This is an optimization exercise on Yosys and OpenROAD, whose aim is small area, a short achievable clock period and few clock cycles per item, not a production implementation.
No run shown here included a check of the RTL's function; only the layout flow was run.

==> flow/design.v, too long to show whole: its modules and the start of the top module <==
// module fadd_pre: 16 lines
// module fadd_pre_r: 19 lines
// module falign: 10 lines
// module flzc27: 11 lines
// module fadd_x: 38 lines
// module fadd_y: 29 lines
// module fnorm: 23 lines
// module fmul_p: 15 lines
// module fmul_r: 23 lines
// module lfo_pfast: 27 lines
// module lfo_walign: 9 lines
// module lfo_pslow: 44 lines
// module lfo_palign: 14 lines
// module mul24x24: 410 lines
// module lfo_cmul: 179 lines
// module lfo_idx: 35 lines
// module lfo_ss: 23 lines
// module lfo_sintab: 267 lines
// module lfo_tick: 412 lines
module lfo_tick (
    input  wire        clk,
    input  wire        rst,
    input  wire        cmd_valid,
    output wire        cmd_ready,
    input  wire [1:0]  cmd_op,
    input  wire [31:0] cmd_arg,
    input  wire [31:0] cmd_x0,
    input  wire [31:0] cmd_x1,
    output reg         res_valid,
    output reg  [31:0] res_y0,
    output reg  [31:0] res_y1,
    output reg  [31:0] res_mult,
    output reg  [31:0] res_sins,
    output reg  [31:0] res_phase
);
  // ...
==> flow/flow/run.sh <==
#!/bin/bash
set -euo pipefail
MARGIN=$(cat flow/margin.txt)
EXTRA=""
if [[ -f flow/extra.txt ]]; then EXTRA=$(cat flow/extra.txt); fi
bash standard.sh SETUP_SLACK_MARGIN=$MARGIN $EXTRA finish > layout.log 2>&1
==> flow/flow/extra.txt <==
REMOVE_ABC_BUFFERS=1
==> flow/flow/margin.txt <==
17.7
==> flow/standard.sh <==
#!/bin/bash
# synth_recipe.tcl (not shown) runs the flow's synth.tcl, then flattens the netlist and writes it again
# the make line also repeats each setting of config.mk as NAME=value (left out here)
make -C /OpenROAD-flow-scripts/flow DESIGN_CONFIG=/design/flow/config.mk WORK_HOME=/design/flow/orfs CLKGATE_MAP_FILE= SYNTH_SCRIPT=/design/flow/synth_recipe.tcl "${@:-finish}"
==> flow/config.mk <==
export PLATFORM = sky130hd
export DESIGN_NAME = lfo_tick
export DESIGN_NICKNAME = lfo_tick
export VERILOG_FILES = /design/flow/design.v
export SDC_FILE = /design/flow/constraint.sdc
export NUM_CORES = 8
export LEC_CHECK = 0
export ABC_AREA = 1
export CAP_MARGIN = 20
export CORE_MARGIN = 2
export CORE_UTILIZATION = 30
export CTS_CLUSTER_DIAMETER = 80
export CTS_CLUSTER_SIZE = 30
export SLEW_MARGIN = 20
export SYNTH_MEMORY_MAX_BITS = 65536
==> flow/constraint.sdc <==
create_clock -name core_clock -period 24.0 [get_ports {clk}]
set_input_delay 4.8000 -clock core_clock [delete_from_list [all_inputs] [get_ports {clk}]]
set_output_delay 4.8000 -clock core_clock [all_outputs]
set_load 0.01 [all_outputs]
==> parameters.txt, run 1 <==
Parameter                              Value

Route
  Routed length per placed instance ... roughly 22 um
  Remaining routing DRC violations ... 0
  First-pass DRT Iterations ... 9
  Detailed-route wire length on metal 1 ... between 200000 and 250000 um
  Met3 Routed Length ... between 50000 and 60000 um
  Total wire length after detailed routing ... 564000 um

Critical path
  Startpoint kind of the worst setup timing path ... flop
  Cell with the largest stage delay on the worst path ... sky130_fd_sc_hd__dfxtp_2
  End point of the critical path ... res_sins[26]

CTS
  Number of post-CTS setup repair buffers ... 95
  Clock insertion delay at the later pin of the skew report ... slightly below 1 ns
  Number of hold buffers added after CTS ... 0
  Root buf cell ... sky130_fd_sc_hd__clkbuf_16

Finish
  Multi-Input Combinational ... between 10000 and 15000
  Filler cell count in the final layout ... about 50000
  Area of all placed cells without fillers ... 163000 um2
  Fraction of final layout cells sized beyond drive strength 1 ... 10.4%
  Leading cell type in the layout, fill and taps excluded ... sky130_fd_sc_hd__nand2_1
  Commonest cells after routing, fill and taps aside ... sky130_fd_sc_hd__nand2_1, sky130_fd_sc_hd__inv_1, sky130_fd_sc_hd__dfxtp_1

STA
  TNS Setup ... 0 ns
  Fin crit share ... between 20% and 30%

Global route
  Via count of the first global-routing pass ... 131000
  First-pass GRT wire length ... around 830000 um
  Pin count of the biggest net entering global routing ... 100

Place
  Last weighted congestion value of the routability-driven placer ... 1.02
  Cell total after placement ... between 20000 and 30000

Min path
  Critical hold path startpoint ... h2[12]

Floorplanning
  Number of I/O pins ... between 200 and 300
  Chip height ... approximately 690 um
  Die X-Extent ... around 700 um
  Tapcells inserted ... 6223
  Area of the core ... around 470000 um2

Synthesis
  Cell area after synthesis ... about 140000 um2
  Most area-hungry cell type in the Yosys netlist ... sky130_fd_sc_hd__dfxtp_1
  Count leader, synth ... sky130_fd_sc_hd__nand2_1
  Warnings from Yosys ... 5
  Number of unique standard cell types used by synthesis ... 94

Outcome
  Status ... finished clean

Job
  Number of maximum-capacitance violations ... 0
==> module lfo_tick, before the edit <==
module lfo_tick (
    input  wire        clk,
    input  wire        rst,
    input  wire        cmd_valid,
    output wire        cmd_ready,
    input  wire [1:0]  cmd_op,
    input  wire [31:0] cmd_arg,
    input  wire [31:0] cmd_x0,
    input  wire [31:0] cmd_x1,
    output reg         res_valid,
    output reg  [31:0] res_y0,
    output reg  [31:0] res_y1,
    output reg  [31:0] res_mult,
    output reg  [31:0] res_sins,
    output reg  [31:0] res_phase
);
    localparam [1:0] OP_TICK  = 2'd0;
    localparam [1:0] OP_PINC  = 2'd1;
    localparam [1:0] OP_PHASE = 2'd2;
    localparam [31:0] ONE_F      = 32'h3F800000;
    localparam [30:0] TWO_PI_M   = 31'h40C90FDB;
    localparam [31:0] QNAN       = 32'h7FC00000;
    localparam [2:0] P_IDLE = 3'd0;    
    localparam [2:0] P_WAIT = 3'd1;    
    localparam [2:0] P_G1   = 3'd2;    
    localparam [2:0] P_G2   = 3'd3;    
    localparam [2:0] P_G3   = 3'd4;    
    localparam [2:0] P_AL   = 3'd5;    
    reg  [2:0]  pst;
    reg         rdy;
    reg         cv;
    reg  [1:0]  c_op;
    reg  [31:0] c_arg, c_x0, c_x1;
    assign cmd_ready = rdy;
    wire acc = cmd_valid & rdy;
    wire go  = cv & (pst == P_IDLE);
    wire go_tick = go & (c_op == OP_TICK);
    reg  [2:0]  pst_n;
    wire cv_n = acc | (cv & ~go);
    always @(posedge clk) begin
        if (rdy) begin
            c_op  <= cmd_op;
            c_arg <= cmd_arg;
            c_x0  <= cmd_x0;
            c_x1  <= cmd_x1;
        end
        if (rst) begin
            cv  <= 1'b0;
            rdy <= 1'b1;
        end else begin
            cv  <= cv_n;
            rdy <= ~cv_n | (pst_n == P_IDLE);
        end
    end
    reg  [31:0] phase, pinc;
    reg  [25:0] par;       
    reg         pst_k;     
    reg         pswp;      
    reg         pok;       
    wire [31:0] pf_y;
    wire [1:0]  pf_k;
    wire        pf_ge, pf_ovf;
    lfo_pfast u_pf (.a(pswp ? pinc : phase), .ar(par), .st(pst_k), .y(pf_y), .k(pf_k), .ge(pf_ge), .ovf(pf_ovf));
    reg         pwr;
    wire [31:0] omg_w;
    wire ps_ge = ~omg_w[31] & (omg_w[30:0] >= TWO_PI_M) & ~((&omg_w[30:23]) & (|omg_w[22:0]));
    wire [25:0] al_ar;
    wire        al_st, al_swp, al_ok;
    wire go_pinc  = go & (c_op == OP_PINC);
    wire go_phase = go & (c_op == OP_PHASE);
    lfo_palign u_al (.p(go_phase ? c_arg : phase), .q(go_pinc ? c_arg : pinc), .ar(al_ar), .st(al_st),
                     .pswp(al_swp), .ok(al_ok));
    reg [31:0] phase_n, pinc_n;
    always @(*) begin
        pst_n   = pst;
        phase_n = phase;
        pinc_n  = pinc;
        case (pst)
            P_IDLE: begin
                if (cv) begin
                    case (c_op)
                        OP_TICK: begin
                            if (pok) begin
                                phase_n = pf_y;
                                pst_n   = pf_ge ? P_WAIT : (pswp ? P_AL : P_IDLE);
                            end else begin
                                pst_n   = P_WAIT;
                            end
                        end
                        OP_PINC:  pinc_n  = c_arg;
                        OP_PHASE: phase_n = c_arg;
                        default: ;
                    endcase
                end
            end
            P_WAIT: pst_n = P_G1;
            P_G1:   pst_n = P_G2;
            P_G2:   pst_n = P_G3;
            P_G3: begin
                phase_n = omg_w;
                pst_n   = (~pwr & ps_ge) ? P_G1 : P_AL;
            end
            default: pst_n = P_IDLE;
        endcase
    end
    wire [25:0] par_k = (pf_k == 2'd0) ? par :
                        (pf_k == 2'd1) ? {1'b0, par[25:1]} : {2'b00, par[25:2]};
    wire        pst_kk = pst_k | ((pf_k != 2'd0) & par[0]) | ((pf_k == 2'd2) & par[1]);
    always @(posedge clk) begin
        if (rst) begin
            pst   <= P_IDLE;
            phase <= 32'h00000000;
            pinc  <= 32'h00000000;
            pok   <= 1'b1;
            pswp  <= 1'b0;
            par   <= 26'd0;
            pst_k <= 1'b0;
            pwr   <= 1'b0;
        end else begin
            if (go_tick)
                pwr <= pok;                        
            else if (pst == P_G3)
                pwr <= 1'b1;
            pst   <= pst_n;
            phase <= phase_n;
            pinc  <= pinc_n;
            if ((pst == P_AL) | go_pinc | go_phase) begin
                par   <= al_ar;
                pst_k <= al_st;
                pswp  <= al_swp;
                pok   <= al_ok;
            end else if (go_tick & pok) begin
                par   <= par_k;
                pst_k <= pst_kk;
                pok   <= ~pf_ovf;
            end
        end
    end
    reg [31:0] h1, h2, h3, h4, h5, h6, h7;
    always @(posedge clk) begin
        h1 <= phase;
        h2 <= h1;
        h3 <= h2;
        h4 <= h3;
        h5 <= h4;
        h6 <= h5;
        h7 <= h6;
    end
    reg v1, v2, v3, v4, v5, v6, v7, v8;
    always @(posedge clk) begin
        if (rst) begin
            v1 <= 1'b0; v2 <= 1'b0; v3 <= 1'b0; v4 <= 1'b0;
            v5 <= 1'b0; v6 <= 1'b0; v7 <= 1'b0; v8 <= 1'b0;
            res_valid <= 1'b0;
        end else begin
            v1 <= go_tick; v2 <= v1; v3 <= v2; v4 <= v3;
            v5 <= v4; v6 <= v5; v7 <= v6; v8 <= v7;
            res_valid <= v8;
        end
    end
    reg s1, s2, s3, s4, s5, s6, s7, s8;
    reg r1, r2, r3, r4, r5, r6, r7, r8;
    wire        ph_nz = |phase[30:23];
    wire [47:0] prod;
    lfo_cmul u_cm (.a({ph_nz, phase[22:0]}), .p(prod));
    reg [25:0] pr1;
    reg        lz1, sg1, sp1;
    reg [7:0]  e1;
    reg [31:0] g1, x01, x11;
    always @(posedge clk) begin
        pr1 <= prod[47:22];
        lz1 <= ~(|phase[21:0]);           
        e1  <= {phase[30:24], phase[23] | ~ph_nz};
        sg1 <= phase[31];
        sp1 <= &phase[30:23];
        g1  <= c_arg;
        x01 <= c_x0;
        x11 <= c_x1;
        s1  <= ~pok;
        r1  <= pok & pf_ge;
    end
    wire [9:0] n_w;
    wire       bad_w;
    lfo_idx u_idx (.pr(pr1), .lz(lz1), .e(e1), .sgn(sg1), .spec(sp1), .n(n_w), .bad(bad_w));
    wire       oswp_w;
    wire [4:0] odd_w;
    wire       bor1 = (pst == P_G1);
    wire [31:0] ob1 = pwr ? 32'hC0C90FDB : pinc;
    wire [31:0] oa1 = bor1 ? phase : ONE_F;
    wire [31:0] nb1 = bor1 ? {~ob1[31], ob1[30:0]} : g1;      
    fadd_pre u_op (.a(oa1), .b({~nb1[31], nb1[30:0]}), .swp(oswp_w), .dd(odd_w));
    reg [9:0]  n2;
    reg        sg2, bad2, oswp2;
    reg [4:0]  odd2;
    reg [31:0] g2, x02, x12;
    always @(posedge clk) begin
        n2    <= n_w;
        sg2   <= sg1;
        bad2  <= bad_w;
        oswp2 <= oswp_w;
        odd2  <= odd_w;
        g2    <= nb1;
        x02   <= x01;
        x12   <= x11;
        s2    <= s1;
        r2    <= r1;
    end
    wire [31:0] ss_w;
    lfo_ss u_ss (.n(n2), .sgn(sg2), .bad(bad2), .ss(ss_w));
    wire [27:0] oa_s;
    wire [4:0]  oa_lz;
    wire [7:0]  oa_el;
    wire        oa_sg, oa_sub, oa_nan, oa_inf, oa_infs, oa_zs;
    fadd_x u_oa (.a((pst == P_G2) ? phase : ONE_F), .b({~g2[31], g2[30:0]}), .swp(oswp2), .dd(odd2), .s(oa_s), .lz(oa_lz),
                 .el(oa_el), .sg(oa_sg), .sub(oa_sub), .nan(oa_nan), .inf(oa_inf), .infs(oa_infs),
                 .zs(oa_zs));
    wire signed [9:0] ge_w;
    wire [23:0] gm_w;
    wire        gnan_w, ginf_w, gzero_w;
    fnorm u_gn (.a(g2), .e(ge_w), .m(gm_w), .nan(gnan_w), .inf(ginf_w), .zero(gzero_w));
    reg [31:0] ss3, x03, x13;
    reg [27:0] oa_s3;
    reg [4:0]  oa_lz3;
    reg [7:0]  oa_el3;
    reg        oa_sg3, oa_sub3, oa_nan3, oa_inf3, oa_infs3, oa_zs3;
    reg signed [9:0] ge3;
    reg [23:0] gm3;
    reg        gs3, gnan3, ginf3, gzero3;
    always @(posedge clk) begin
        ss3      <= ss_w;
        x03      <= x02;
        x13      <= x12;
        oa_s3    <= oa_s;
        oa_lz3   <= oa_lz;
        oa_el3   <= oa_el;
        oa_sg3   <= oa_sg;
        oa_sub3  <= oa_sub;
        oa_nan3  <= oa_nan;
        oa_inf3  <= oa_inf;
        oa_infs3 <= oa_infs;
        oa_zs3   <= oa_zs;
        ge3      <= ge_w;
        gm3      <= gm_w;
        gs3      <= g2[31];
        gnan3    <= gnan_w;
        ginf3    <= ginf_w;
        gzero3   <= gzero_w;
        s3       <= s2;
        r3       <= r2;
    end
    wire [26:0]        gp_w;
    wire               gpst_w;
    wire signed [10:0] ge0_w;
    fmul_p u_gp (.ea(ge3), .ma(gm3), .eb({2'b00, ss3[30:23]}), .mb({1'b1, ss3[22:0]}),
                 .p(gp_w), .pst(gpst_w), .e0(ge0_w));
    wire ss_nan  = &ss3[30:23];
    wire ss_zero = ~(|ss3[30:0]);
    fadd_y u_of (.s(oa_s3), .lz(oa_lz3), .el(oa_el3), .sg(oa_sg3), .sub(oa_sub3), .nan(oa_nan3),
                 .inf(oa_inf3), .infs(oa_infs3), .zs(oa_zs3), .y(omg_w));
    reg [26:0]        gp4;
    reg               gpst4;
    reg signed [10:0] ge04;
    reg               gsg4, gqn4, gin4, gzr4;
    reg [31:0]        ss4, omg4, x04, x14;
    always @(posedge clk) begin
        gp4  <= gp_w;
        gpst4 <= gpst_w;
        ge04 <= ge0_w;
        gsg4 <= gs3;
        gqn4 <= gnan3 | ss_nan | (ginf3 & ss_zero);
        gin4 <= ginf3;
        gzr4 <= gzero3 | ss_zero;
        ss4  <= ss3;
        omg4 <= omg_w;
        x04  <= x03;
        x14  <= x13;
        s4   <= s3;
        r4   <= r3;
    end
    wire [31:0] gsr_w;
    wire [30:0] gs_pre;
    wire        gs_rnd, gs_ovf;
    fmul_r u_gr (.s(gsg4), .p(gp4), .pst(gpst4), .e0(ge04), .y(gsr_w), .pre(gs_pre), .rnd(gs_rnd), .ovf(gs_ovf));
    wire [31:0] gs_w = gqn4 ? QNAN :
                       gin4 ? {gsg4, 8'hFF, 23'd0} :
                       gzr4 ? {gsg4, 31'd0} :
                       gsr_w;
    wire       mswp_w;
    wire [4:0] mdd_w;
    fadd_pre_r u_mp (.a(omg4), .pre(gs_pre), .rnd(gs_rnd), .spec(gqn4 | gin4 | gzr4 | gs_ovf),
                     .swp(mswp_w), .dd(mdd_w));
    reg [31:0] gs5, omg5, ss5, x05, x15;
    reg        mswp5;
    reg [4:0]  mdd5;
    always @(posedge clk) begin
        gs5   <= gs_w;
        omg5  <= omg4;
        mswp5 <= mswp_w;
        mdd5  <= mdd_w;
        ss5   <= ss4;
        x05   <= x04;
        x15   <= x14;
        s5    <= s4;
        r5    <= r4 | ((pst == P_G3) & ~pwr & ps_ge);
    end
    wire [27:0] ma_s;
    wire [4:0]  ma_lz;
    wire [7:0]  ma_el;
    wire        ma_sg, ma_sub, ma_nan, ma_inf, ma_infs, ma_zs;
    fadd_x u_ma (.a(omg5), .b(gs5), .swp(mswp5), .dd(mdd5), .s(ma_s), .lz(ma_lz), .el(ma_el),
                 .sg(ma_sg), .sub(ma_sub), .nan(ma_nan), .inf(ma_inf), .infs(ma_infs), .zs(ma_zs));
    reg [27:0] ma_s6;
    reg [4:0]  ma_lz6;
    reg [7:0]  ma_el6;
    reg        ma_sg6, ma_sub6, ma_nan6, ma_inf6, ma_infs6, ma_zs6;
    reg [31:0] ss6, x06, x16;
    always @(posedge clk) begin
        ma_s6    <= ma_s;
        ma_lz6   <= ma_lz;
        ma_el6   <= ma_el;
        ma_sg6   <= ma_sg;
        ma_sub6  <= ma_sub;
        ma_nan6  <= ma_nan;
        ma_inf6  <= ma_inf;
        ma_infs6 <= ma_infs;
        ma_zs6   <= ma_zs;
        ss6      <= ss5;
        x06      <= x05;
        x16      <= x15;
        s6       <= s5;
        r6       <= r5;
    end
    wire [31:0] m_w;
    fadd_y u_mf (.s(ma_s6), .lz(ma_lz6), .el(ma_el6), .sg(ma_sg6), .sub(ma_sub6), .nan(ma_nan6),
                 .inf(ma_inf6), .infs(ma_infs6), .zs(ma_zs6), .y(m_w));
    wire signed [9:0] x0e_w, x1e_w;
    wire [23:0] x0m_w, x1m_w;
    wire        x0nan_w, x0inf_w, x0zero_w, x1nan_w, x1inf_w, x1zero_w;
    fnorm u_x0n (.a(x06), .e(x0e_w), .m(x0m_w), .nan(x0nan_w), .inf(x0inf_w), .zero(x0zero_w));
    fnorm u_x1n (.a(x16), .e(x1e_w), .m(x1m_w), .nan(x1nan_w), .inf(x1inf_w), .zero(x1zero_w));
    reg [31:0] m7, ss7;
    reg signed [9:0] x0e7, x1e7;
    reg [23:0] x0m7, x1m7;
    reg        x0s7, x1s7, x0nan7, x0inf7, x0zero7, x1nan7, x1inf7, x1zero7;
    always @(posedge clk) begin
        m7      <= m_w;
        ss7     <= ss6;
        x0e7    <= x0e_w;
        x1e7    <= x1e_w;
        x0m7    <= x0m_w;
        x1m7    <= x1m_w;
        x0s7    <= x06[31];
        x1s7    <= x16[31];
        x0nan7  <= x0nan_w;
        x0inf7  <= x0inf_w;
        x0zero7 <= x0zero_w;
        x1nan7  <= x1nan_w;
        x1inf7  <= x1inf_w;
        x1zero7 <= x1zero_w;
        s7      <= s6;
        r7      <= r6;
    end
    wire m_nan  = (&m7[30:23]) & (|m7[22:0]);
    wire m_inf  = (&m7[30:23]) & ~(|m7[22:0]);
    wire m_zero = ~(|m7[30:0]);
    wire [26:0]        y0p_w, y1p_w;
    wire               y0pst_w, y1pst_w;
    wire signed [10:0] y0e_w, y1e_w;
    fmul_p u_y0p (.ea(x0e7), .ma(x0m7), .eb({2'b00, m7[30:23]}), .mb({1'b1, m7[22:0]}),
                  .p(y0p_w), .pst(y0pst_w), .e0(y0e_w));
    fmul_p u_y1p (.ea(x1e7), .ma(x1m7), .eb({2'b00, m7[30:23]}), .mb({1'b1, m7[22:0]}),
                  .p(y1p_w), .pst(y1pst_w), .e0(y1e_w));
    reg [26:0]        y0p8, y1p8;
    reg               y0pst8, y1pst8;
    reg signed [10:0] y0e8, y1e8;
    reg               y0s8, y1s8, y0qn8, y1qn8, y0in8, y1in8, y0zr8, y1zr8;
    reg [31:0]        m8, ss8;
    always @(posedge clk) begin
        y0p8  <= y0p_w;
        y1p8  <= y1p_w;
        y0pst8 <= y0pst_w;
        y1pst8 <= y1pst_w;
        y0e8  <= y0e_w;
        y1e8  <= y1e_w;
        y0s8  <= x0s7 ^ m7[31];
        y1s8  <= x1s7 ^ m7[31];
        y0qn8 <= x0nan7 | m_nan | (x0inf7 & m_zero) | (x0zero7 & m_inf);
        y1qn8 <= x1nan7 | m_nan | (x1inf7 & m_zero) | (x1zero7 & m_inf);
        y0in8 <= x0inf7 | m_inf;
        y1in8 <= x1inf7 | m_inf;
        y0zr8 <= x0zero7 | m_zero;
        y1zr8 <= x1zero7 | m_zero;
        m8    <= m7;
        ss8   <= ss7;
        s8    <= s7;
        r8    <= r7;
    end
    wire [31:0] y0r_w, y1r_w;
    fmul_r u_y0r (.s(y0s8), .p(y0p8), .pst(y0pst8), .e0(y0e8), .y(y0r_w), .pre(), .rnd(), .ovf());
    fmul_r u_y1r (.s(y1s8), .p(y1p8), .pst(y1pst8), .e0(y1e8), .y(y1r_w), .pre(), .rnd(), .ovf());
    always @(posedge clk) begin
        res_y0   <= y0qn8 ? QNAN : y0in8 ? {y0s8, 8'hFF, 23'd0} : y0zr8 ? {y0s8, 31'd0} : y0r_w;
        res_y1   <= y1qn8 ? QNAN : y1in8 ? {y1s8, 8'hFF, 23'd0} : y1zr8 ? {y1s8, 31'd0} : y1r_w;
        res_mult <= m8;
        res_sins <= ss8;
        case ({r8, s8})
            2'b00:   res_phase <= h7;
            2'b11:   res_phase <= phase;
            default: res_phase <= h3;
        endcase
    end
endmodule
==> run 2: changes to the inputs <==
--- a/flow/design.v
+++ b/flow/design.v
@@ -160,4 +160,19 @@
     assign e0 = ea + eb - 11'sd127;
 endmodule
+module fmul_pe (
+    input  wire signed [9:0]  ea,
+    input  wire [23:0]        ma,
+    input  wire signed [9:0]  eb,
+    input  wire [38:0]        enc,
+    output wire [26:0]        p,       
+    output wire               pst,     
+    output wire signed [10:0] e0       
+);
+    wire [47:0] pf;
+    mul24x24e u_m (.a(ma), .enc(enc), .p(pf));
+    assign p   = pf[47:21];
+    assign pst = |pf[20:0];
+    assign e0  = ea + eb - 11'sd127;
+endmodule
 module fmul_r (
     input  wire               s,
@@ -866,4 +881,455 @@
   assign p = r0 + r1;
 endmodule
+module mul24x24e(input [23:0] a, input [38:0] enc, output [47:0] p);
+  wire [25:0] ax = {1'b0, a, 1'b0};
+  wire one0 = enc[0];
+  wire two0 = enc[1];
+  wire neg0 = enc[2];
+  wire nneg0 = ~enc[2];
+  wire [24:0] pp0;
+  genvar g0; generate for (g0 = 0; g0 <= 24; g0 = g0 + 1) begin : b0
+    assign pp0[g0] = ((one0 & ax[g0+1]) | (two0 & ax[g0])) ^ neg0;
+  end endgenerate
+  wire one1 = enc[3];
+  wire two1 = enc[4];
+  wire neg1 = enc[5];
+  wire nneg1 = ~enc[5];
+  wire [24:0] pp1;
+  genvar g1; generate for (g1 = 0; g1 <= 24; g1 = g1 + 1) begin : b1
+    assign pp1[g1] = ((one1 & ax[g1+1]) | (two1 & ax[g1])) ^ neg1;
+  end endgenerate
+  wire one2 = enc[6];
+  wire two2 = enc[7];
+  wire neg2 = enc[8];
+  wire nneg2 = ~enc[8];
+  wire [24:0] pp2;
+  genvar g2; generate for (g2 = 0; g2 <= 24; g2 = g2 + 1) begin : b2
+    assign pp2[g2] = ((one2 & ax[g2+1]) | (two2 & ax[g2])) ^ neg2;
+  end endgenerate
+  wire one3 = enc[9];
+  wire two3 = enc[10];
+  wire neg3 = enc[11];
+  wire nneg3 = ~enc[11];
+  wire [24:0] pp3;
+  genvar g3; generate for (g3 = 0; g3 <= 24; g3 = g3 + 1) begin : b3
+    assign pp3[g3] = ((one3 & ax[g3+1]) | (two3 & ax[g3])) ^ neg3;
+  end endgenerate
+  wire one4 = enc[12];
+  wire two4 = enc[13];
+  wire neg4 = enc[14];
+  wire nneg4 = ~enc[14];
+  wire [24:0] pp4;
+  genvar g4; generate for (g4 = 0; g4 <= 24; g4 = g4 + 1) begin : b4
+    assign pp4[g4] = ((one4 & ax[g4+1]) | (two4 & ax[g4])) ^ neg4;
+  end endgenerate
+  wire one5 = enc[15];
+  wire two5 = enc[16];
+  wire neg5 = enc[17];
+  wire nneg5 = ~enc[17];
+  wire [24:0] pp5;
+  genvar g5; generate for (g5 = 0; g5 <= 24; g5 = g5 + 1) begin : b5
+    assign pp5[g5] = ((one5 & ax[g5+1]) | (two5 & ax[g5])) ^ neg5;
+  end endgenerate
+  wire one6 = enc[18];
+  wire two6 = enc[19];
+  wire neg6 = enc[20];
+  wire nneg6 = ~enc[20];
+  wire [24:0] pp6;
+  genvar g6; generate for (g6 = 0; g6 <= 24; g6 = g6 + 1) begin : b6
+    assign pp6[g6] = ((one6 & ax[g6+1]) | (two6 & ax[g6])) ^ neg6;
+  end endgenerate
+  wire one7 = enc[21];
+  wire two7 = enc[22];
+  wire neg7 = enc[23];
+  wire nneg7 = ~enc[23];
+  wire [24:0] pp7;
+  genvar g7; generate for (g7 = 0; g7 <= 24; g7 = g7 + 1) begin : b7
+    assign pp7[g7] = ((one7 & ax[g7+1]) | (two7 & ax[g7])) ^ neg7;
+  end endgenerate
+  wire one8 = enc[24];
+  wire two8 = enc[25];
+  wire neg8 = enc[26];
+  wire nneg8 = ~enc[26];
+  wire [24:0] pp8;
+  genvar g8; generate for (g8 = 0; g8 <= 24; g8 = g8 + 1) begin : b8
+    assign pp8[g8] = ((one8 & ax[g8+1]) | (two8 & ax[g8])) ^ neg8;
+  end endgenerate
+  wire one9 = enc[27];
+  wire two9 = enc[28];
+  wire neg9 = enc[29];
+  wire nneg9 = ~enc[29];
+  wire [24:0] pp9;
+  genvar g9; generate for (g9 = 0; g9 <= 24; g9 = g9 + 1) begin : b9
+    assign pp9[g9] = ((one9 & ax[g9+1]) | (two9 & ax[g9])) ^ neg9;
+  end endgenerate
+  wire one10 = enc[30];
+  wire two10 = enc[31];
+  wire neg10 = enc[32];
+  wire nneg10 = ~enc[32];
+  wire [24:0] pp10;
+  genvar g10; generate for (g10 = 0; g10 <= 24; g10 = g10 + 1) begin : b10
+    assign pp10[g10] = ((one10 & ax[g10+1]) | (two10 & ax[g10])) ^ neg10;
+  end endgenerate
+  wire one11 = enc[33];
+  wire two11 = enc[34];
+  wire neg11 = enc[35];
+  wire nneg11 = ~enc[35];
+  wire [24:0] pp11;
+  genvar g11; generate for (g11 = 0; g11 <= 24; g11 = g11 + 1) begin : b11
+    assign pp11[g11] = ((one11 & ax[g11+1]) | (two11 & ax[g11])) ^ neg11;
+  end endgenerate
+  wire one12 = enc[36];
+  wire two12 = enc[37];
+  wire neg12 = enc[38];
+  wire nneg12 = ~enc[38];
+  wire [24:0] pp12;
+  genvar g12; generate for (g12 = 0; g12 <= 24; g12 = g12 + 1) begin : b12
+    assign pp12[g12] = ((one12 & ax[g12+1]) | (two12 & ax[g12])) ^ neg12;
+  end endgenerate
+  wire s1, c2, s3, c4, s5, c6, s7, c8, s9, c10, s11, c12, s13, c14, s15, c16, s17, c18, s19, c20, s21, c22, s23, c24, s25, c26, s27, c28, s29, c30, s31, c32, s33, c34, s35, c36, s37, c38, s39, c40, s41, c42, s43, c44, s45, c46, s47, c48, s49, c50, s51, c52, s53, c54, s55, c56, s57, c58, s59, c60, s61, c62, s63, c64, s65, c66, s67, c68, s69, c70, s71, c72, s73, c74, s75, c76, s77, c78, s79, c80, s81, c82, s83, c84, s85, c86, s87, c88, s89, c90, s91, c92, s93, c94, s95, c96, s97, c98, s99, c100, s101, c102, s103, c104, s105, c106, s107, c108, s109, c110, s111, c112, s113, c114, s115, c116, s117, c118, s119, c120, s121, c122, s123, c124, s125, c126, s127, c128, s129, c130, s131, c132, s133, c134, s135, c136, s137, c138, s139, c140, s141, c142, s143, c144, s145, c146, s147, c148, s149, c150, s151, c152, s153, c154, s155, c156, s157, c158, s159, c160, s161, c162, s163, c164, s165, c166, s167, c168, s169, c170, s171, c172, s173, c174, s175, c176, s177, c178, s179, c180, s181, c182, s183, c184, s185, c186, s187, c188, s189, c190, s191, c192, s193, c194, s195, c196, s197, c198, s199, c200, s201, c202, s203, c204, s205, c206, s207, c208, s209, c210, s211, c212, s213, c214, s215, c216, s217, c218, s219, c220, s221, c222, s223, c224, s225, c226, s227, c228, s229, c230, s231, c232, s233, c234, s235, c236, s237, c238, s239, c240, s241, c242, s243, c244, s245, c246, s247, c248, s249, c250, s251, c252, s253, c254, s255, c256, s257, c258, s259, c260, s261, c262, s263, c264, s265, c266, s267, c268, s269, c270, s271, c272, s273, c274, s275, c276, s277, c278, s279, c280, s281, c282, s283, c284, s285, c286, s287, c288, s289, c290, s291, c292, s293, c294, s295, c296, s297, c298, s299, c300, s301, c302, s303, c304, s305, c306, s307, c308, s309, c310, s311, c312, s313, c314, s315, c316, s317, c318, s319, c320, s321, c322, s323, c324, s325, c326, s327, c328, s329, c330, s331, c332, s333, c334, s335, c336, s337, c338, s339, c340, s341, c342, s343, c344, s345, c346, s347, c348, s349, c350, s351, c352, s353, c354, s355, c356, s357, c358, s359, c360, s361, c362, s363, c364, s365, c366, s367, c368, s369, c370, s371, c372, s373, c374, s375, c376, s377, c378, s379, c380, s381, c382, s383, c384, s385, c386, s387, c388, s389, c390, s391, c392, s393, c394, s395, c396, s397, c398, s399, c400, s401, c402, s403, c404, s405, c406, s407, c408, s409, c410, s411, c412, s413, c414, s415, c416, s417, c418, s419, c420, s421, c422, s423, c424, s425, c426, s427, c428, s429, c430, s431, c432, s433, c434, s435, c436, s437, c438, s439, c440, s441, c442, s443, c444, s445, c446, s447, c448, s449, c450, s451, c452, s453, c454, s455, c456, s457, c458, s459, c460, s461, c462, s463, c464, s465, c466, s467, c468, s469, c470, s471, c472, s473, c474, s475, c476, s477, c478, s479, c480, s481, c482, s483, c484, s485, c486, s487, c488, s489, c490, s491, c492, s493, c494, s495, c496, s497, c498, s499, c500, s501, c502, s503, c504, s505, c506, s507, c508, s509, c510, s511, c512, s513, c514, s515, c516, s517, c518, s519, c520, s521, c522, s523, c524, s525, c526, s527, c528, s529, c530, s531, c532, s533, c534, s535, c536, s537, c538, s539, c540, s541, c542, s543, c544, s545, c546, s547, c548, s549, c550, s551, c552, s553, c554, s555, c556, s557, c558, s559, c560, s561, c562, s563, c564, s565, c566, s567, c568, s569, c570, s571, c572, s573, c574, s575, c576, s577, c578, s579, c580, s581, c582, s583, c584, s585, c586, s587, c588, s589, c590, s591, c592, s593, c594, s595, c596;
+  assign {c2, s1} = nneg0 + pp1[23];
+  assign {c4, s3} = pp1[24] + pp2[22];
+  assign {c6, s5} = pp0[16] + pp1[14];
+  assign {c8, s7} = pp0[17] + pp1[15];
+  assign {c10, s9} = pp0[18] + pp1[16] + pp2[14];
+  assign {c12, s11} = pp3[12] + pp4[10];
+  assign {c14, s13} = pp0[19] + pp1[17] + pp2[15];
+  assign {c16, s15} = pp3[13] + pp4[11];
+  assign {c18, s17} = pp0[20] + pp1[18] + pp2[16];
+  assign {c20, s19} = pp3[14] + pp4[12] + pp5[10];
+  assign {c22, s21} = pp6[8] + pp7[6];
+  assign {c24, s23} = pp0[21] + pp1[19] + pp2[17];
+  assign {c26, s25} = pp3[15] + pp4[13] + pp5[11];
+  assign {c28, s27} = pp6[9] + pp7[7];
+  assign {c30, s29} = pp0[22] + pp1[20] + pp2[18];
+  assign {c32, s31} = pp3[16] + pp4[14] + pp5[12];
+  assign {c34, s33} = pp6[10] + pp7[8] + pp8[6];
+  assign {c36, s35} = pp9[4] + pp10[2];
+  assign {c38, s37} = pp0[23] + pp1[21] + pp2[19];
+  assign {c40, s39} = pp3[17] + pp4[15] + pp5[13];
+  assign {c42, s41} = pp6[11] + pp7[9] + pp8[7];
+  assign {c44, s43} = pp9[5] + pp10[3];
+  assign {c46, s45} = pp0[24] + pp1[22] + pp2[20];
+  assign {c48, s47} = pp3[18] + pp4[16] + pp5[14];
+  assign {c50, s49} = pp6[12] + pp7[10] + pp8[8];
+  assign {c52, s51} = pp9[6] + pp10[4] + pp11[2];
+  assign {c54, s53} = pp2[21] + pp3[19] + pp4[17];
+  assign {c56, s55} = pp5[15] + pp6[13] + pp7[11];
+  assign {c58, s57} = pp8[9] + pp9[7] + pp10[5];
+  assign {c60, s59} = pp11[3] + pp12[1] + 1'b1;
+  assign {c62, s61} = pp3[20] + pp4[18] + pp5[16];
+  assign {c64, s63} = pp6[14] + pp7[12] + pp8[10];
+  assign {c66, s65} = pp9[8] + pp10[6] + pp11[4];
+  assign {c68, s67} = pp12[2] + 1'b1 + c2;
+  assign {c70, s69} = nneg1 + pp2[23] + pp3[21];
+  assign {c72, s71} = pp4[19] + pp5[17] + pp6[15];
+  assign {c74, s73} = pp7[13] + pp8[11] + pp9[9];
+  assign {c76, s75} = pp10[7] + pp11[5] + pp12[3];
+  assign {c78, s77} = pp2[24] + pp3[22] + pp4[20];
+  assign {c80, s79} = pp5[18] + pp6[16] + pp7[14];
+  assign {c82, s81} = pp8[12] + pp9[10] + pp10[8];
+  assign {c84, s83} = pp11[6] + pp12[4];
+  assign {c86, s85} = nneg2 + pp3[23] + pp4[21];
+  assign {c88, s87} = pp5[19] + pp6[17] + pp7[15];
+  assign {c90, s89} = pp8[13] + pp9[11] + pp10[9];
+  assign {c92, s91} = pp3[24] + pp4[22] + pp5[20];
+  assign {c94, s93} = pp6[18] + pp7[16] + pp8[14];
+  assign {c96, s95} = pp9[12] + pp10[10];
+  assign {c98, s97} = nneg3 + pp4[23] + pp5[21];
+  assign {c100, s99} = pp6[19] + pp7[17] + pp8[15];
+  assign {c102, s101} = pp4[24] + pp5[22] + pp6[20];
+  assign {c104, s103} = pp7[18] + pp8[16];
+  assign {c106, s105} = nneg4 + pp5[23] + pp6[21];
+  assign {c108, s107} = pp5[24] + pp6[22];
+  assign {c110, s109} = pp0[10] + pp1[8];
+  assign {c112, s111} = pp0[11] + pp1[9];
+  assign {c114, s113} = pp0[12] + pp1[10] + pp2[8];
+  assign {c116, s115} = pp3[6] + pp4[4];
+  assign {c118, s117} = pp0[13] + pp1[11] + pp2[9];
+  assign {c120, s119} = pp3[7] + pp4[5];
+  assign {c122, s121} = pp0[14] + pp1[12] + pp2[10];
+  assign {c124, s123} = pp3[8] + pp4[6] + pp5[4];
+  assign {c126, s125} = pp6[2] + pp7[0];
+  assign {c128, s127} = pp0[15] + pp1[13] + pp2[11];
+  assign {c130, s129} = pp3[9] + pp4[7] + pp5[5];
+  assign {c132, s131} = pp6[3] + pp7[1];
+  assign {c134, s133} = pp2[12] + pp3[10] + pp4[8];
+  assign {c136, s135} = pp5[6] + pp6[4] + pp7[2];
+  assign {c138, s137} = pp8[0] + neg8 + s5;
+  assign {c140, s139} = pp2[13] + pp3[11] + pp4[9];
+  assign {c142, s141} = pp5[7] + pp6[5] + pp7[3];
+  assign {c144, s143} = pp8[1] + c6 + s7;
+  assign {c146, s145} = pp5[8] + pp6[6] + pp7[4];
+  assign {c148, s147} = pp8[2] + pp9[0] + neg9;
+  assign {c150, s149} = c8 + s9 + s11;
+  assign {c152, s151} = pp5[9] + pp6[7] + pp7[5];
+  assign {c154, s153} = pp8[3] + pp9[1] + c10;
+  assign {c156, s155} = c12 + s13 + s15;
+  assign {c158, s157} = pp8[4] + pp9[2] + pp10[0];
+  assign {c160, s159} = neg10 + c14 + c16;
+  assign {c162, s161} = s17 + s19 + s21;
+  assign {c164, s163} = pp8[5] + pp9[3] + pp10[1];
+  assign {c166, s165} = c18 + c20 + c22;
+  assign {c168, s167} = s23 + s25 + s27;
+  assign {c170, s169} = pp11[0] + neg11 + c24;
+  assign {c172, s171} = c26 + c28 + s29;
+  assign {c174, s173} = s31 + s33 + s35;
+  assign {c176, s175} = pp11[1] + c30 + c32;
+  assign {c178, s177} = c34 + c36 + s37;
+  assign {c180, s179} = s39 + s41 + s43;
+  assign {c182, s181} = pp12[0] + c38 + c40;
+  assign {c184, s183} = c42 + c44 + s45;
+  assign {c186, s185} = s47 + s49 + s51;
+  assign {c188, s187} = s1 + c46 + c48;
+  assign {c190, s189} = c50 + c52 + s53;
+  assign {c192, s191} = s55 + s57 + s59;
+  assign {c194, s193} = s3 + c54 + c56;
+  assign {c196, s195} = c58 + c60 + s61;
+  assign {c198, s197} = s63 + s65 + s67;
+  assign {c200, s199} = c4 + c62 + c64;
+  assign {c202, s201} = c66 + c68 + s69;
+  assign {c204, s203} = s71 + s73 + s75;
+  assign {c206, s205} = 1'b1 + c70 + c72;
+  assign {c208, s207} = c74 + c76 + s77;
+  assign {c210, s209} = s79 + s81 + s83;
+  assign {c212, s211} = pp11[7] + pp12[5] + c78;
+  assign {c214, s213} = c80 + c82 + c84;
+  assign {c216, s215} = s85 + s87 + s89;
+  assign {c218, s217} = pp11[8] + pp12[6] + 1'b1;
+  assign {c220, s219} = c86 + c88 + c90;
+  assign {c222, s221} = s91 + s93 + s95;
+  assign {c224, s223} = pp9[13] + pp10[11] + pp11[9];
+  assign {c226, s225} = pp12[7] + c92 + c94;
+  assign {c228, s227} = c96 + s97 + s99;
+  assign {c230, s229} = pp9[14] + pp10[12] + pp11[10];
+  assign {c232, s231} = pp12[8] + 1'b1 + c98;
+  assign {c234, s233} = c100 + s101 + s103;
+  assign {c236, s235} = pp7[19] + pp8[17] + pp9[15];
+  assign {c238, s237} = pp10[13] + pp11[11] + pp12[9];
+  assign {c240, s239} = c102 + c104 + s105;
+  assign {c242, s241} = pp7[20] + pp8[18] + pp9[16];
+  assign {c244, s243} = pp10[14] + pp11[12] + pp12[10];
+  assign {c246, s245} = 1'b1 + c106 + s107;
+  assign {c248, s247} = nneg5 + pp6[23] + pp7[21];
+  assign {c250, s249} = pp8[19] + pp9[17] + pp10[15];
+  assign {c252, s251} = pp11[13] + pp12[11] + c108;
+  assign {c254, s253} = pp6[24] + pp7[22] + pp8[20];
+  assign {c256, s255} = pp9[18] + pp10[16] + pp11[14];
+  assign {c258, s257} = pp12[12] + 1'b1;
+  assign {c260, s259} = nneg6 + pp7[23] + pp8[21];
+  assign {c262, s261} = pp9[19] + pp10[17] + pp11[15];
+  assign {c264, s263} = pp7[24] + pp8[22] + pp9[20];
+  assign {c266, s265} = pp10[18] + pp11[16];
+  assign {c268, s267} = nneg7 + pp8[23] + pp9[21];
+  assign {c270, s269} = pp8[24] + pp9[22];
+  assign {c272, s271} = pp0[6] + pp1[4];
+  assign {c274, s273} = pp0[7] + pp1[5];
+  assign {c276, s275} = pp0[8] + pp1[6] + pp2[4];
+  assign {c278, s277} = pp3[2] + pp4[0];
+  assign {c280, s279} = pp0[9] + pp1[7] + pp2[5];
+  assign {c282, s281} = pp3[3] + pp4[1];
+  assign {c284, s283} = pp2[6] + pp3[4] + pp4[2];
+  assign {c286, s285} = pp5[0] + neg5 + s109;
+  assign {c288, s287} = pp2[7] + pp3[5] + pp4[3];
+  assign {c290, s289} = pp5[1] + c110 + s111;
+  assign {c292, s291} = pp5[2] + pp6[0] + neg6;
+  assign {c294, s293} = c112 + s113 + s115;
+  assign {c296, s295} = pp5[3] + pp6[1] + c114;
+  assign {c298, s297} = c116 + s117 + s119;
+  assign {c300, s299} = neg7 + c118 + c120;
+  assign {c302, s301} = s121 + s123 + s125;
+  assign {c304, s303} = c122 + c124 + c126;
+  assign {c306, s305} = s127 + s129 + s131;
+  assign {c308, s307} = c128 + c130 + c132;
+  assign {c310, s309} = s133 + s135 + s137;
+  assign {c312, s311} = c134 + c136 + c138;
+  assign {c314, s313} = s139 + s141 + s143;
+  assign {c316, s315} = c140 + c142 + c144;
+  assign {c318, s317} = s145 + s147 + s149;
+  assign {c320, s319} = c146 + c148 + c150;
+  assign {c322, s321} = s151 + s153 + s155;
+  assign {c324, s323} = c152 + c154 + c156;
+  assign {c326, s325} = s157 + s159 + s161;
+  assign {c328, s327} = c158 + c160 + c162;
+  assign {c330, s329} = s163 + s165 + s167;
+  assign {c332, s331} = c164 + c166 + c168;
+  assign {c334, s333} = s169 + s171 + s173;
+  assign {c336, s335} = c170 + c172 + c174;
+  assign {c338, s337} = s175 + s177 + s179;
+  assign {c340, s339} = c176 + c178 + c180;
+  assign {c342, s341} = s181 + s183 + s185;
+  assign {c344, s343} = c182 + c184 + c186;
+  assign {c346, s345} = s187 + s189 + s191;
+  assign {c348, s347} = c188 + c190 + c192;
+  assign {c350, s349} = s193 + s195 + s197;
+  assign {c352, s351} = c194 + c196 + c198;
+  assign {c354, s353} = s199 + s201 + s203;
+  assign {c356, s355} = c200 + c202 + c204;
+  assign {c358, s357} = s205 + s207 + s209;
+  assign {c360, s359} = c206 + c208 + c210;
+  assign {c362, s361} = s211 + s213 + s215;
+  assign {c364, s363} = c212 + c214 + c216;
+  assign {c366, s365} = s217 + s219 + s221;
+  assign {c368, s367} = c218 + c220 + c222;
+  assign {c370, s369} = s223 + s225 + s227;
+  assign {c372, s371} = c224 + c226 + c228;
+  assign {c374, s373} = s229 + s231 + s233;
+  assign {c376, s375} = c230 + c232 + c234;
+  assign {c378, s377} = s235 + s237 + s239;
+  assign {c380, s379} = c236 + c238 + c240;
+  assign {c382, s381} = s241 + s243 + s245;
+  assign {c384, s383} = c242 + c244 + c246;
+  assign {c386, s385} = s247 + s249 + s251;
+  assign {c388, s387} = c248 + c250 + c252;
+  assign {c390, s389} = s253 + s255 + s257;
+  assign {c392, s391} = pp12[13] + c254 + c256;
+  assign {c394, s393} = c258 + s259 + s261;
+  assign {c396, s395} = pp12[14] + 1'b1 + c260;
+  assign {c398, s397} = c262 + s263 + s265;
+  assign {c400, s399} = pp10[19] + pp11[17] + pp12[15];
+  assign {c402, s401} = c264 + c266 + s267;
+  assign {c404, s403} = pp10[20] + pp11[18] + pp12[16];
+  assign {c406, s405} = 1'b1 + c268 + s269;
+  assign {c408, s407} = nneg8 + pp9[23] + pp10[21];
+  assign {c410, s409} = pp11[19] + pp12[17] + c270;
+  assign {c412, s411} = pp9[24] + pp10[22] + pp11[20];
+  assign {c414, s413} = pp12[18] + 1'b1;
+  assign {c416, s415} = nneg9 + pp10[23] + pp11[21];
+  assign {c418, s417} = pp10[24] + pp11[22];
+  assign {c420, s419} = pp0[4] + pp1[2];
+  assign {c422, s421} = pp0[5] + pp1[3];
+  assign {c424, s423} = pp2[2] + pp3[0] + neg3;
+  assign {c426, s425} = pp2[3] + pp3[1] + c272;
+  assign {c428, s427} = neg4 + c274 + s275;
+  assign {c430, s429} = c276 + c278 + s279;
+  assign {c432, s431} = c280 + c282 + s283;
+  assign {c434, s433} = c284 + c286 + s287;
+  assign {c436, s435} = c288 + c290 + s291;
+  assign {c438, s437} = c292 + c294 + s295;
+  assign {c440, s439} = c296 + c298 + s299;
+  assign {c442, s441} = c300 + c302 + s303;
+  assign {c444, s443} = c304 + c306 + s307;
+  assign {c446, s445} = c308 + c310 + s311;
+  assign {c448, s447} = c312 + c314 + s315;
+  assign {c450, s449} = c316 + c318 + s319;
+  assign {c452, s451} = c320 + c322 + s323;
+  assign {c454, s453} = c324 + c326 + s327;
+  assign {c456, s455} = c328 + c330 + s331;
+  assign {c458, s457} = c332 + c334 + s335;
+  assign {c460, s459} = c336 + c338 + s339;
+  assign {c462, s461} = c340 + c342 + s343;
+  assign {c464, s463} = c344 + c346 + s347;
+  assign {c466, s465} = c348 + c350 + s351;
+  assign {c468, s467} = c352 + c354 + s355;
+  assign {c470, s469} = c356 + c358 + s359;
+  assign {c472, s471} = c360 + c362 + s363;
+  assign {c474, s473} = c364 + c366 + s367;
+  assign {c476, s475} = c368 + c370 + s371;
+  assign {c478, s477} = c372 + c374 + s375;
+  assign {c480, s479} = c376 + c378 + s379;
+  assign {c482, s481} = c380 + c382 + s383;
+  assign {c484, s483} = c384 + c386 + s387;
+  assign {c486, s485} = c388 + c390 + s391;
+  assign {c488, s487} = c392 + c394 + s395;
+  assign {c490, s489} = c396 + c398 + s399;
+  assign {c492, s491} = c400 + c402 + s403;
+  assign {c494, s493} = c404 + c406 + s407;
+  assign {c496, s495} = c408 + c410 + s411;
+  assign {c498, s497} = pp12[19] + c412 + c414;
+  assign {c500, s499} = pp12[20] + 1'b1 + c416;
+  assign {c502, s501} = nneg10 + pp11[23] + pp12[21];
+  assign {c504, s503} = pp11[24] + pp12[22];
+  assign {c506, s505} = pp0[2] + pp1[0];
+  assign {c508, s507} = pp0[3] + pp1[1];
+  assign {c510, s509} = pp2[0] + neg2 + s419;
+  assign {c512, s511} = pp2[1] + c420 + s421;
+  assign {c514, s513} = s271 + c422 + s423;
+  assign {c516, s515} = s273 + c424 + s425;
+  assign {c518, s517} = s277 + c426 + s427;
+  assign {c520, s519} = s281 + c428 + s429;
+  assign {c522, s521} = s285 + c430 + s431;
+  assign {c524, s523} = s289 + c432 + s433;
+  assign {c526, s525} = s293 + c434 + s435;
+  assign {c528, s527} = s297 + c436 + s437;
+  assign {c530, s529} = s301 + c438 + s439;
+  assign {c532, s531} = s305 + c440 + s441;
+  assign {c534, s533} = s309 + c442 + s443;
+  assign {c536, s535} = s313 + c444 + s445;
+  assign {c538, s537} = s317 + c446 + s447;
+  assign {c540, s539} = s321 + c448 + s449;
+  assign {c542, s541} = s325 + c450 + s451;
+  assign {c544, s543} = s329 + c452 + s453;
+  assign {c546, s545} = s333 + c454 + s455;
+  assign {c548, s547} = s337 + c456 + s457;
+  assign {c550, s549} = s341 + c458 + s459;
+  assign {c552, s551} = s345 + c460 + s461;
+  assign {c554, s553} = s349 + c462 + s463;
+  assign {c556, s555} = s353 + c464 + s465;
+  assign {c558, s557} = s357 + c466 + s467;
+  assign {c560, s559} = s361 + c468 + s469;
+  assign {c562, s561} = s365 + c470 + s471;
+  assign {c564, s563} = s369 + c472 + s473;
+  assign {c566, s565} = s373 + c474 + s475;
+  assign {c568, s567} = s377 + c476 + s477;
+  assign {c570, s569} = s381 + c478 + s479;
+  assign {c572, s571} = s385 + c480 + s481;
+  assign {c574, s573} = s389 + c482 + s483;
+  assign {c576, s575} = s393 + c484 + s485;
+  assign {c578, s577} = s397 + c486 + s487;
+  assign {c580, s579} = s401 + c488 + s489;
+  assign {c582, s581} = s405 + c490 + s491;
+  assign {c584, s583} = s409 + c492 + s493;
+  assign {c586, s585} = s413 + c494 + s495;
+  assign {c588, s587} = s415 + c496 + s497;
+  assign {c590, s589} = s417 + c498 + s499;
+  assign {c592, s591} = c418 + c500 + s501;
+  assign {c594, s593} = 1'b1 + c502 + s503;
+  assign {c596, s595} = nneg11 + pp12[23] + c504;
+  wire [47:0] r0 = {c594, c592, c590, c588, c586, c584, c582, c580, c578, c576, c574, c572, c570, c568, c566, c564, c562, c560, c558, c556, c554, c552, c550, c548, c546, c544, c542, c540, c538, c536, c534, c532, c530, c528, c526, c524, c522, c520, c518, c516, c514, c512, c510, c508, c506, neg1, pp0[1], pp0[0]};
+  wire [47:0] r1 = {s595, s593, s591, s589, s587, s585, s583, s581, s579, s577, s575, s573, s571, s569, s567, s565, s563, s561, s559, s557, s555, s553, s551, s549, s547, s545, s543, s541, s539, s537, s535, s533, s531, s529, s527, s525, s523, s521, s519, s517, s515, s513, s511, s509, s507, s505, 1'b0, neg0};
+  assign p = r0 + r1;
+endmodule
+module benc24 (input wire [23:0] b, output wire [38:0] enc);
+  wire [27:0] bx = {3'd0, b, 1'b0};
+  assign enc[0] = bx[1] ^ bx[0];
+  assign enc[1] = (bx[2] & ~bx[1] & ~bx[0]) | (~bx[2] & bx[1] & bx[0]);
+  assign enc[2] = bx[2];
+  assign enc[3] = bx[3] ^ bx[2];
+  assign enc[4] = (bx[4] & ~bx[3] & ~bx[2]) | (~bx[4] & bx[3] & bx[2]);
+  assign enc[5] = bx[4];
+  assign enc[6] = bx[5] ^ bx[4];
+  assign enc[7] = (bx[6] & ~bx[5] & ~bx[4]) | (~bx[6] & bx[5] & bx[4]);
+  assign enc[8] = bx[6];
+  assign enc[9] = bx[7] ^ bx[6];
+  assign enc[10] = (bx[8] & ~bx[7] & ~bx[6]) | (~bx[8] & bx[7] & bx[6]);
+  assign enc[11] = bx[8];
+  assign enc[12] = bx[9] ^ bx[8];
+  assign enc[13] = (bx[10] & ~bx[9] & ~bx[8]) | (~bx[10] & bx[9] & bx[8]);
+  assign enc[14] = bx[10];
+  assign enc[15] = bx[11] ^ bx[10];
+  assign enc[16] = (bx[12] & ~bx[11] & ~bx[10]) | (~bx[12] & bx[11] & bx[10]);
+  assign enc[17] = bx[12];
+  assign enc[18] = bx[13] ^ bx[12];
+  assign enc[19] = (bx[14] & ~bx[13] & ~bx[12]) | (~bx[14] & bx[13] & bx[12]);
+  assign enc[20] = bx[14];
+  assign enc[21] = bx[15] ^ bx[14];
+  assign enc[22] = (bx[16] & ~bx[15] & ~bx[14]) | (~bx[16] & bx[15] & bx[14]);
+  assign enc[23] = bx[16];
+  assign enc[24] = bx[17] ^ bx[16];
+  assign enc[25] = (bx[18] & ~bx[17] & ~bx[16]) | (~bx[18] & bx[17] & bx[16]);
+  assign enc[26] = bx[18];
+  assign enc[27] = bx[19] ^ bx[18];
+  assign enc[28] = (bx[20] & ~bx[19] & ~bx[18]) | (~bx[20] & bx[19] & bx[18]);
+  assign enc[29] = bx[20];
+  assign enc[30] = bx[21] ^ bx[20];
+  assign enc[31] = (bx[22] & ~bx[21] & ~bx[20]) | (~bx[22] & bx[21] & bx[20]);
+  assign enc[32] = bx[22];
+  assign enc[33] = bx[23] ^ bx[22];
+  assign enc[34] = (bx[24] & ~bx[23] & ~bx[22]) | (~bx[24] & bx[23] & bx[22]);
+  assign enc[35] = bx[24];
+  assign enc[36] = bx[25] ^ bx[24];
+  assign enc[37] = (bx[26] & ~bx[25] & ~bx[24]) | (~bx[26] & bx[25] & bx[24]);
+  assign enc[38] = bx[26];
+endmodule
 module lfo_idx (
     input  wire [25:0] pr,
@@ -1531,4 +1997,7 @@
     fnorm u_x0n (.a(x06), .e(x0e_w), .m(x0m_w), .nan(x0nan_w), .inf(x0inf_w), .zero(x0zero_w));
     fnorm u_x1n (.a(x16), .e(x1e_w), .m(x1m_w), .nan(x1nan_w), .inf(x1inf_w), .zero(x1zero_w));
+    wire [38:0] menc_w;
+    benc24 u_me (.b({1'b1, m_w[22:0]}), .enc(menc_w));
+    reg [38:0] menc7;
     reg [31:0] m7, ss7;
     reg signed [9:0] x0e7, x1e7;
@@ -1537,4 +2006,5 @@
     always @(posedge clk) begin
         m7      <= m_w;
+        menc7   <= menc_w;
         ss7     <= ss6;
         x0e7    <= x0e_w;
@@ -1559,7 +2029,7 @@
     wire               y0pst_w, y1pst_w;
     wire signed [10:0] y0e_w, y1e_w;
-    fmul_p u_y0p (.ea(x0e7), .ma(x0m7), .eb({2'b00, m7[30:23]}), .mb({1'b1, m7[22:0]}),
+    fmul_pe u_y0p (.ea(x0e7), .ma(x0m7), .eb({2'b00, m7[30:23]}), .enc(menc7),
                   .p(y0p_w), .pst(y0pst_w), .e0(y0e_w));
-    fmul_p u_y1p (.ea(x1e7), .ma(x1m7), .eb({2'b00, m7[30:23]}), .mb({1'b1, m7[22:0]}),
+    fmul_pe u_y1p (.ea(x1e7), .ma(x1m7), .eb({2'b00, m7[30:23]}), .enc(menc7),
                   .p(y1p_w), .pst(y1pst_w), .e0(y1e_w));
     reg [26:0]        y0p8, y1p8;
==> run 2 against run 1 <==
Flip-flop and latch count grew 23. Synthesized area grew 1.0%. First-iteration DRC count grew 5.2%. Highest routed layer unchanged.
==> parameters.txt, run 2 <==
Parameter                              Value

STA
  Tightest Pin Transition ... 1.26 ns (was 1.19 ns)
  Fin crit share ... 26.4% (was 26.1%)
  Post-route minimum period ... 6.35 ns (was 6.26 ns)
  Fmax ... 158 MHz (was 160 MHz)
  Count of final setup violators ... 0 (unchanged)
  Final Hold Violating Endpoints ... 0 (unchanged)
  TNS Setup ... 0 ns (unchanged)
  Setup repair after global routing missed its margin ... true (unchanged)
  Max-slew violation count ... 0 (unchanged)
  Hold_ws ... 0.265 ns (was 0.285 ns)
  Final worst-path setup slack ... 17.65 ns (was 17.74 ns)
  Worst rel slew slack ... 15.5% (was 19.8%)
  Setup Skew ... 0.156 ns (was 0.0943 ns)

Critical path
  Top fanout value on the critical path ... 1 (unchanged)
  Data arrival, critical path ... 1.55 ns (was 1.46 ns)
  Cell with the largest stage delay on the worst path ... sky130_fd_sc_hd__dfxtp_4 (was sky130_fd_sc_hd__dfxtp_2)
  Worst Path Required ... 19.20 ns (about the same)
  Max stage delay on crit path ... 0.40 ns (was 0.38 ns)
  Startpoint-to-endpoint class of the critical path ... reg2out (unchanged)
  Startpoint kind of the worst setup timing path ... flop (unchanged)
  Worst path bufs/invs ... 1 (unchanged)
  Cell-by-cell listing of the critical path ... buf_6 (unchanged)
  Cell class contributing the biggest share of worst-path delay ... flip-flops (unchanged)
  Critical Path End Type ... primary output (unchanged)
  Worst reg-to-reg setup slack ... 17.79 ns (was 17.80 ns)

CTS
  Root buf cell ... sky130_fd_sc_hd__clkbuf_16 (unchanged)
  Clock sink total ... 1808 (was 1785)
  Clock-pin slew reported for the worst setup and hold paths after clock tree synthesis ... 0.10 ns (was 0.11 ns)
  CTS tree ... built (unchanged)
  Total clock buffers created by CTS ... 114 (was 115)
  Number of hold buffers added after CTS ... 0 (unchanged)
  Clock insertion delay at the later pin of the skew report ... 1.03 ns (was 0.97 ns)
  H-tree depth ... 3 (unchanged)
  Buffer levels on the longest clock path ... 4 (unchanged)

Synthesis
  Commonest cells in the synthesized netlist ... sky130_fd_sc_hd__nand2_1, sky130_fd_sc_hd__inv_1, sky130_fd_sc_hd__dfxtp_1 (unchanged)
  Number of instances in the synthesized netlist ... 19700 (was 19500)
  Cell area after synthesis ... 143000 um2 (was 142000 um2)
  Number of unique standard cell types used by synthesis ... 93 (was 94)
  Mean instance size in the synthesized netlist ... 7.29 um2 (about the same)
  Share of synthesized flip-flops with an asynchronous set or reset ... 0% (unchanged)
  Sequential cell area fraction in the yosys report ... 25.9% (about the same)
  Synth top area share ... 23.9% (was 23.8%)
  Count of state elements after synthesis ... 1808 (was 1785)
  Number of enable flip-flop cells after synthesis ... 98 (unchanged)
  Top post-synthesis cells by area ... sky130_fd_sc_hd__dfxtp_1, sky130_fd_sc_hd__fa_1, sky130_fd_sc_hd__nand2_1 (unchanged)
  Count leader, synth ... sky130_fd_sc_hd__nand2_1 (unchanged)
  Synth Flop Type ... sky130_fd_sc_hd__dfxtp_1 (unchanged)
  Most area-hungry cell type in the Yosys netlist ... sky130_fd_sc_hd__dfxtp_1 (unchanged)
  Warnings from Yosys ... 5 (unchanged)

Finish
  Commonest cells after routing, fill and taps aside ... sky130_fd_sc_hd__nand2_1, sky130_fd_sc_hd__inv_1, sky130_fd_sc_hd__dfxtp_1 (unchanged)
  Number of nets in the final layout ... 21400 (was 21300)
  Post-synthesis to final-layout area growth ... 13.5% (was 14.6%)
  Footprint of the multi-input gates ... 94000 um2 (was 93900 um2)
  Flip-flop count of the largest register, all copies and words added ... 35
  Footprint of the flip-flops and latches ... 37400 um2 (was 36900 um2)
  Leading cell type in the layout, fill and taps excluded ... sky130_fd_sc_hd__nand2_1 (unchanged)
  Filler cell count in the final layout ... 50800 (was 50200)
  Fraction of final layout cells sized beyond drive strength 1 ... 9.49% (was 10.4%)
  Post-route insts no fill ... 26200 (was 25900)
  Most flop-heavy register ... menc7

Outcome
  Status ... finished clean (unchanged)

Global route
  First-pass GRT wire length ... 842000 um (was 828000 um)
  Pin count of the biggest net entering global routing ... 86 (was 100)
  Via count of the first global-routing pass ... 132000 (was 131000)
  Total GRT Usage ... 22.7% (was 22.3%)
  Most congested layer reported by global routing ... met2 (unchanged)
  Initial antenna violation count ... 41 (was 34)
  Met2 capacity usage during global routing ... 36.7% (was 36.1%)
  Overflow after GRT ... 0 (unchanged)
  Met3 capacity usage during global routing ... 4.39% (was 4.33%)
  Global routing usage on met1 ... 28.4% (was 28.1%)

Floorplanning
  Die X-Extent ... 695 um (was 692 um)
  Initial standard-cell utilization of the core ... 30.2% (was 30.1%)
  Die Footprint ... 484000 um2 (was 479000 um2)
  Number of rows in the core area ... 253 (was 252)
  Area of the core ... 475000 um2 (was 471000 um2)
  Chip height ... 695 um (was 692 um)
  Number of I/O pins ... 263 (unchanged)

Route
  Remaining routing DRC violations ... 0 (unchanged)
  Total wire length after detailed routing ... 582000 um (was 564000 um)
  Vias per cell ... 5.28 (about the same)
  First-pass DRT Iterations ... 9 (unchanged)
  Routed length per placed instance ... 22.2 um (was 21.7 um)
  DRT antenna net count ... 0 (unchanged)
  Number of DRC markers in iteration 0 ... 14800 (was 14100)
  Via count ... 139000 (was 137000)

Min path
  Classification of the worst-slack hold path ... reg2reg (unchanged)

Job
  Number of maximum-capacitance violations ... 0 (unchanged)

Place
  Worst Setup Slack post-DPL ... 15.69 ns (was 15.02 ns)
  Last weighted congestion value of the routability-driven placer ... 1.00 (was 1.02)
  Cell total after placement ... 25700 (was 25300)
  Count of input and output buffers ... 261 (unchanged)
  Placed wire-length estimate after detailed placement ... 436000 um (was 413000 um)
run 2: layer usage:
metal / wire [um] / share of wire, %
met3: 51300 / 8.8
met2: 261000 / 45
met1: 231000 / 40
met4: 38500 / 6.6
met5: 159 / 0.027
run 2: area by class of cell:
type,instances,area share (%)
repair inverters,20,0.0830
repair buffers,804,4.68
multi-input cells,14100,57.8
clock inverters,74,0.893
inverters,2836,6.79
clock buffers,128,1.79
flip-flops and latches,1808,23.0
well taps,6375,4.90
diodes,64,0.0984
run 2: final timing paths:
| check | from | end | depth (start not counted) |
|---|---|---|---|
| max | res_mult[3] | res_mult[3] | 1 |
| min | x15[10] | x16[10] | 0 |
| max reg2reg | n2[0] | ss3[0] | 35 |
| min reg2reg | x15[10] | x16[10] | 0 |
run 2: logic make-up (layout without fill, tap and decap cells):
family	after synthesis	in the layout	share of synthesized area (%)
xor+xnor	1219	1219	7.44
simple gates	7478	7485	22.3
mux	49	49	0.347
other cells	1	65	0.00261
buf+inv	3725	3862	10.1
compound gates	3774	3774	15.2
flops	1808	1808	25.9
fa+ha+maj	1612	1612	18.7
run 2: what timing repair did:
item                                     CTS  global route
gates cloned                              20            37
buffers inserted                          72           181
endpoints found under the setup margin   359           210
pin swaps                                 24           100
resized for setup                       1122           648
run 2: stage by stage:
stage / utilization, % / instance area [um2]
finish: 34.2 / 163000
floorplan: - / 140000
global route: 34.2 / 163000
CTS: 33.3 / 158000
global placement: 32.0 / 152000
detailed placement: 32.0 / 152000

==> what the ideal ports hide <==
The results above use ideal ports. As a check the final layouts listed here were re-extracted and re-timed, cells and wires unchanged.
Step 1 sets driving cells, clkbuf_16 on the clock port and buf_2 on the other inputs (assumed; they add their load-dependent delay and slew).
Step 2 times the ports against the registers' clock, not the clock port: input delays grow and output delays shrink by t, the midpoint of the rising clock arrivals with the driver on.
a / b / c = ideal ports / drivers / drivers and shift; a / b = the first two.
run | shift t [ns] | slack for setup (ns) | hold slack, ns | worst register clock-pin slew, ns
run 1 | 1.043 | 17.735 / 17.612 / 17.790 | 0.285 / 0.285 / 0.285 | 0.11 / 0.11
run 2 | 1.058 | 17.654 / 17.552 / 17.578 | 0.265 / 0.265 / 0.265 | 0.11 / 0.11
After both steps setup and hold are still met in every run listed. The setup slack of run 2, which loses most, moves by -0.102 ns with the drivers and by -0.076 ns with both steps.
